What follows belongs to an exercise in optimizing a design on an open flow for small area, a short achievable clock period and few clock cycles per item; a production flow would make more cautious choices. Function was checked by simulation only, so behaviour that the tests miss may differ from the original. Power figures rest on the tool's default switching activity, not on a simulated workload.

[flow/design.v]
module hvc_gain (
    input  wire        clk,
    input  wire        rst,
    input  wire        start,      
    input  wire [36:0] fk,         
    input  wire [31:0] c,          
    input  wire [23:0] q,          
    output reg         done,       
    output reg  [24:0] g
);
    localparam S_IDLE = 3'd0, S_LOAD = 3'd1, S_MUL = 3'd2, S_STORE = 3'd3,
               S_DIV  = 3'd4, S_SQRT = 3'd5;
    reg [2:0]   state;
    reg [2:0]   step;             
    reg [6:0]   cnt;
    reg [36:0]  f_r;
    reg [31:0]  c_r;
    reg [23:0]  q_r;
    reg [63:0]  c2;               
    reg [73:0]  f2;               
    reg [47:0]  q2;               
    reg [147:0] d2;               
    reg [127:0] c4;               
    reg [196:0] m;                
    reg [195:0] mul_a;
    reg [73:0]  mul_b;
    reg [195:0] acc;
    reg [207:0] rem;
    reg [245:0] dsh;
    reg [49:0]  quo;
    reg [49:0]  sq_op;
    reg [49:0]  sq_res;
    reg [49:0]  sq_one;
    wire [73:0] c2_wide = {10'd0, c2};
    wire [73:0] dif     = (c2_wide >= f2) ? (c2_wide - f2) : (f2 - c2_wide);
    reg [195:0] op_a;
    reg [73:0]  op_b;
    reg [6:0]   op_n;
    always @(*) begin
        op_a = 196'd0;
        op_b = 74'd0;
        op_n = 7'd0;
        case (step)
            3'd0: begin op_a = {164'd0, c_r};  op_b = {42'd0, c_r};  op_n = 7'd32; end
            3'd1: begin op_a = {159'd0, f_r};  op_b = {37'd0, f_r};  op_n = 7'd37; end
            3'd2: begin op_a = {172'd0, q_r};  op_b = {50'd0, q_r};  op_n = 7'd24; end
            3'd3: begin op_a = {122'd0, dif};  op_b = dif;           op_n = 7'd74; end
            3'd4: begin op_a = {48'd0, d2};    op_b = {26'd0, q2};   op_n = 7'd48; end
            3'd5: begin op_a = {132'd0, c2};   op_b = {10'd0, c2};   op_n = 7'd64; end
            3'd6: begin op_a = {122'd0, f2};   op_b = {10'd0, c2};   op_n = 7'd64; end
            default: begin op_a = {68'd0, c4}; op_b = {26'd0, q2};   op_n = 7'd48; end
        endcase
    end
    wire        div_ge   = ({38'd0, rem} >= dsh);
    wire [49:0] quo_next = {quo[48:0], div_ge};
    wire [50:0] sq_try      = {1'b0, sq_res} + {1'b0, sq_one};
    wire        sq_ge       = ({1'b0, sq_op} >= sq_try);
    wire [49:0] sq_res_next = sq_ge ? ((sq_res >> 1) + sq_one) : (sq_res >> 1);
    always @(posedge clk) begin
        done <= 1'b0;
        if (rst) begin
            state <= S_IDLE;
            step  <= 3'd0;
            cnt   <= 7'd0;
        end else begin
            case (state)
                S_IDLE: if (start) begin
                    f_r   <= fk;
                    c_r   <= c;
                    q_r   <= q;
                    step  <= 3'd0;
                    state <= S_LOAD;
                end
                S_LOAD: begin
                    mul_a <= op_a;
                    mul_b <= op_b;
                    cnt   <= op_n;
                    acc   <= 196'd0;
                    state <= S_MUL;
                end
                S_MUL: begin
                    if (mul_b[0])
                        acc <= acc + mul_a;
                    mul_a <= mul_a << 1;
                    mul_b <= mul_b >> 1;
                    cnt   <= cnt - 7'd1;
                    if (cnt == 7'd1)
                        state <= S_STORE;
                end
                S_STORE: begin
                    case (step)
                        3'd0: c2 <= acc[63:0];
                        3'd1: f2 <= acc[73:0];
                        3'd2: q2 <= acc[47:0];
                        3'd3: d2 <= acc[147:0];
                        3'd4: m  <= {1'b0, acc};
                        3'd5: c4 <= acc[127:0];
                        3'd6: m  <= m + {acc[164:0], 32'd0};
                        default: ;
                    endcase
                    if (step == 3'd7) begin
                        rem   <= {acc[175:0], 32'd0};
                        dsh   <= {m, 49'd0};
                        quo   <= 50'd0;
                        cnt   <= 7'd50;
                        state <= S_DIV;
                    end else begin
                        step  <= step + 3'd1;
                        state <= S_LOAD;
                    end
                end
                S_DIV: begin
                    if (div_ge)
                        rem <= rem - dsh[207:0];
                    quo <= quo_next;
                    dsh <= dsh >> 1;
                    cnt <= cnt - 7'd1;
                    if (cnt == 7'd1) begin
                        sq_op  <= quo_next;
                        sq_res <= 50'd0;
                        sq_one <= 50'd1 << 48;
                        cnt    <= 7'd25;
                        state  <= S_SQRT;
                    end
                end
                S_SQRT: begin
                    if (sq_ge)
                        sq_op <= sq_op - sq_try[49:0];
                    sq_res <= sq_res_next;
                    sq_one <= sq_one >> 2;
                    cnt    <= cnt - 7'd1;
                    if (cnt == 7'd1) begin
                        g     <= sq_res_next[24:0];
                        done  <= 1'b1;
                        state <= S_IDLE;
                    end
                end
                default: state <= S_IDLE;
            endcase
        end
    end
endmodule
module hvc_filter (
    input  wire        clk,
    input  wire        rst,           
    input  wire        start,
    output wire        ready,
    input  wire [31:0] floor_hz,      
    input  wire [31:0] peak_hz,       
    input  wire [16:0] e3,            
    input  wire [31:0] note_freq,     
    input  wire [23:0] reson,         
    output reg         out_valid,
    output reg  [4:0]  out_k,
    output reg  [24:0] out_gain,      
    output reg  [31:0] out_cutoff     
);
    localparam T_IDLE = 3'd0, T_SPAN = 3'd1, T_MUL = 3'd2, T_LERP = 3'd3,
               T_LAUNCH = 3'd4, T_WAIT = 3'd5;
    reg [2:0]  state;
    reg [31:0] floor_r, peak_r, nf_r;
    reg [16:0] e3_r;
    reg [23:0] q_r;
    reg [31:0] c_r;
    reg [4:0]  k;
    assign ready = (state == T_IDLE);
    reg         rising;
    reg  [31:0] span;
    reg  [48:0] prod;
    wire [32:0] step = {1'b0, prod[47:16]};
    wire [32:0] cut  = rising ? ({1'b0, floor_r} + step) : ({1'b0, floor_r} - step);
    wire [36:0] fk = nf_r * k;
    reg         g_start;
    wire        g_done;
    wire [24:0] g_val;
    hvc_gain u_gain (
        .clk   (clk),
        .rst   (rst),
        .start (g_start),
        .fk    (fk),
        .c     (c_r),
        .q     (q_r),
        .done  (g_done),
        .g     (g_val)
    );
    always @(posedge clk) begin
        out_valid <= 1'b0;
        g_start   <= 1'b0;
        if (rst) begin
            state <= T_IDLE;
            k     <= 5'd0;
        end else begin
            case (state)
                T_IDLE: if (start) begin
                    floor_r <= floor_hz;
                    peak_r  <= peak_hz;
                    e3_r    <= e3;
                    nf_r    <= note_freq;
                    q_r     <= reson;
                    state   <= T_SPAN;
                end
                T_SPAN: begin
                    rising  <= (peak_r >= floor_r);
                    span    <= (peak_r >= floor_r) ? (peak_r - floor_r) : (floor_r - peak_r);
                    state   <= T_MUL;
                end
                T_MUL: begin
                    prod    <= span * e3_r;
                    state   <= T_LERP;
                end
                T_LERP: begin
                    c_r     <= cut[31:0];
                    k       <= 5'd1;
                    state   <= T_LAUNCH;
                end
                T_LAUNCH: begin
                    g_start <= 1'b1;
                    state   <= T_WAIT;
                end
                T_WAIT: if (g_done) begin
                    out_valid  <= 1'b1;
                    out_k      <= k;
                    out_gain   <= g_val;
                    out_cutoff <= c_r;
                    if (k == 5'd24) begin
                        state <= T_IDLE;
                    end else begin
                        k     <= k + 5'd1;
                        state <= T_LAUNCH;
                    end
                end
                default: state <= T_IDLE;
            endcase
        end
    end
endmodule
[flow/run.sh]
#!/bin/bash
# synth_recipe.tcl (not shown) runs the flow's synth.tcl, then flattens the netlist and writes it again
# the make line also repeats each setting of config.mk as NAME=value (left out here)
make -C /OpenROAD-flow-scripts/flow DESIGN_CONFIG=/design/flow/config.mk WORK_HOME=/design/flow/orfs CLKGATE_MAP_FILE= SYNTH_SCRIPT=/design/flow/synth_recipe.tcl finish
[flow/config.mk]
export PLATFORM = sky130hd
export DESIGN_NAME = hvc_filter
export DESIGN_NICKNAME = hvc_filter
export VERILOG_FILES = /design/flow/design.v
export SDC_FILE = /design/flow/constraint.sdc
export NUM_CORES = 4
export LEC_CHECK = 0
export CAP_MARGIN = 20
export CORE_MARGIN = 2
export CORE_UTILIZATION = 40
export SLEW_MARGIN = 20
[flow/constraint.sdc]
create_clock -name core_clock -period 10.0 [get_ports {clk}]
set_input_delay 2.0000 -clock core_clock [delete_from_list [all_inputs] [get_ports {clk}]]
set_output_delay 2.0000 -clock core_clock [all_outputs]
set_load 0.01 [all_outputs]
==> out/qor.yml <==
clock_tree:
  htreeDepth: 5
  post_cts_buffers: 0
  clock_sinks: 2191
  root_buffer: "clkbuf_16"
  cts.clk_slew.worst_paths_ns: 0.06
  ctsResizeCount: 0
  clock_path_buffers: 4
  clk_latency_ns: 0.95
  numCtsBuffers: 269
  tritoncts: "yes"
  cts_hold_buf: 0
critical_path:
  crit_type: "reg -> reg"
  critical-path-top-delay-family: "adder cells"
  cp.buffers_inverters: 6
  critPathMaxStageDelay_ns: 0.78
  endpoint_kind: "register"
  cp_slowest_cell: "edfxtp_1"
  crit_top_cell: "fa_1"
  start_kind: "register"
  critPathArrivalTime_ns: 9.03
  crit_required_ns: 10.65
  cp_max_fo: 17
global_routing:
  antenna_found_initial: 25
  grt_max_degree: 239
  grt_pass1_wl_um: 825600
  grt_overflow: 0
  grt.total_usage: 0.2647
  grt_pass1_vias: 128300
placement:
  place_congestion: 0.9743
  pre_cts_slack_ns: 1.648
  io_buffers: 203
  hpwl_um: 422600
  place_inst: 22100
layout:
  num-nets-final: 18840
  area_delta_synth_final_pct: 9.839
  layout-drive-gt1-share: 0.04458
  final.fill_count: 38940
  post-route-util: 0.4408
  stdcell_count: 22590
sta:
  fin_ws_ns: 1.625
  fmax_mhz: 119.4
  fin_crit_ns: 8.375
  rsz0062_at_grt: "false"
  tns_ns: 0
  setup_viol: 0
  finalCritPeriodShare: 0.8375
  fin_hold_ws_ns: 0.4038
  slew_headroom: 0.1775
  fin_skew_ns: 0.09740
  tightest_slew_ns: 1.218
  report.final.hold_viol_count: 0
  slew_violations: 0
synth:
  synth.distinct_cells: 100
  synth_seq_area_share: 0.4063
  syn-num-nets: 19070
  synth_edf_count: 2167
  avgSynthCellArea_um2: 9.317
  synthArstFlopShare: 0
  yosys_register_bits: 2191
  synth_area_leaders: "edfxtp_1 40%, ha_1 8.3%, fa_1 6.8%, nand2_1 5.3%, a21oi_1 4.7%"
  synthCells: 17320
  yosysWarnings: 2
  synth_ff_type: "edfxtp_1"
  synth_area_um2: 161300
  synth_top_area_share: 0.4033
  synth.largest_area_cell: "edfxtp_1"
routing:
  drt_iter0_drc: 14370
  num_vias: 132500
  avgViaCountPerCell: 5.867
  drtAntennaViolNets: 0
  drt-total-wl_um: 554200
  wire_per_inst_um: 24.53
  drt_pre_antenna_iters: 8
  drcViolationCount: 0
floorplan:
  initial_core_util: 0.4013
  dieArea_um2: 408400
  die_h_um: 639.1
  ioPinCount: 204
  num_rows: 233
  core_area_um2: 402000
  fp.dieW_um: 639.1
job:
  cap_violations: 0
min_path:
  hold_class: "reg -> reg"
pwr:
  power.density_nw_per_um2: 179.8
  vdd_drop_max_mv: 0.5890
  leakage_nw: 70.52
run_status:
  outcome: "no timing/DRC/antenna violations"
-- final timing paths --
kind,from,end,slack (ns),depth (start not counted)
worst max-delay path,e3_r[2]$_DFFE_PP_,prod[46]$_DFFE_PP_,1.62,28
worst min-delay path,q_r[2]$_DFFE_PP_,u_gain.q_r[2]$_DFFE_PP_,0.40,0
worst max register to register,e3_r[2]$_DFFE_PP_,prod[46]$_DFFE_PP_,1.62,28
worst min register to register,q_r[2]$_DFFE_PP_,u_gain.q_r[2]$_DFFE_PP_,0.40,0
-- stage by stage --
step / cell area, µm² / total power, mW
after floorplan: 161400 / 18.79
after global placement: 168400 / 22.26
after detailed placement: 168400 / 22.30
after CTS: 177100 / 32.31
after global routing: 177200 / 33.84
final: 177200 / 31.86
-- metal layers --
metal | vias to the layer above | track usage | wire (µm)
li1 | 61370 | - | -
met1 | 64990 | 0.3749 | 244400
met2 | 5201 | 0.4147 | 245200
met3 | 945 | 0.03405 | 41980
met4 | 16 | 0.09534 | 22560
met5 | - | 0 | 113
-- cells by family (layout without fill, tap and decap cells) --
group | count (synthesis) | in the layout | share of synthesized area
AOI/OAI and AO/OA | 4960 | 4960 | 0.1873
xor gates and xnor gates | 887 | 887 | 0.04815
adders and majority gates | 1609 | 1609 | 0.1501
buffers and inverters | 2185 | 2165 | 0.05120
DFF | 2191 | 2191 | 0.4063
muxes | 54 | 54 | 0.003513
other | 0 | 6 | 0
and+or+nand+nor | 5430 | 5430 | 0.1534
-- state kept, by name, indices dropped and copies added, names as in the netlist, 64 cells and up --
| name | cells |
|---|---|
| u_gain.dsh | 246 |
| u_gain.mul_b | 74 |
| u_gain.f2 | 74 |
| u_gain.acc | 196 |
| u_gain.c2 | 64 |
| u_gain.c4 | 128 |
| u_gain.m | 197 |
| u_gain.d2 | 148 |
| u_gain.rem | 208 |
| u_gain.mul_a | 196 |
-- cell usage in the layout (no fill, tap or decap), drive strengths merged, types with 384 or more instances in the layout --
cell       n
a21o     516
a21oi   1519
and2     397
edfxtp  2167
fa       545
ha      1064
inv     1313
nand2   2293
nand4    384
nor2    1250
o21ai   1478
xnor2    530
-- worst register-to-register path, delay by kind of cell, from the launching register on --
kind | cells | cell delay [ns]
flip-flops | 1 | 0.78
AO/OA/AOI/OAI | 11 | 2.78
AND/OR/NAND/NOR | 4 | 0.72
adder cells (fa/ha/maj) | 7 | 3.01
buffers and inverters | 6 | 0.84
-- power breakdown --
group	internal (mW)	switching (mW)	total (mW)
sequential	10.7	0.271	11.0
clock	5.75	4.19	9.93
combinational	4.51	6.44	10.9
-- Yosys cell counts, drive strengths merged, types with 41 or more instances --
cell type and number:
nand2 2293, a31oi 237, nand3 244, o211ai 63, nor2b 88, or3 63
nand2b 92, a21boi 68, nor3 234, buf 58, a211oi 97, a221oi 108
inv 1301, a21o 516, edfxtp 2167, clkbuf 825, and3 173, xnor2 530
xor2 357, a22oi 41, o21bai 293, or2 46, nor4 80, nand4 384
o31ai 88, a21oi 1519, fa 545, ha 1064, nor2 1250, o21ai 1478
o21a 120, and2 397
-- area by class of cell --
class	count	area, µm²	share of cell area
Clock buffer	323	7134	0.04026
Antenna cell	6	15.01	0.00008473
Clock inverter	154	1605	0.009059
Inverter	1302	4890	0.02759
Tap cell	5287	6615	0.03733
Sequential cell	2191	65550	0.3699
Timing Repair Buffer	386	3543	0.02000
Multi-Input combinational cell	12940	87850	0.4957
Testbench counts, summed over its fixed seeds: cycles 1,117,832, items 2,304.

==> afterwards: timing with drivers on the ports <==
In the flow no input, the clock included, has a driving cell. The finished layout below was timed again as built, in two steps. Step 1, drivers: a clkbuf_16 drives clk and a buf_2 each remaining input, both assumed. Step 2 also shifts input and output timing later by t, the mid clock arrival at the registers, as if the neighbouring blocks saw the same clock. Three values: no drivers, after step 1, after step 2; two values: the first two.
shift t [ns]: 1.020
setup slack, ns: 1.625 / 1.625 / 1.625
hold WS [ns]: 0.404 / 0.404 / 0.404
worst register clock-pin slew, ns: 0.07 / 0.07
After both steps setup and hold are still met in this run. For this run, drivers alone change the setup slack by 0.000 ns; drivers and shift together by 0.000 ns.
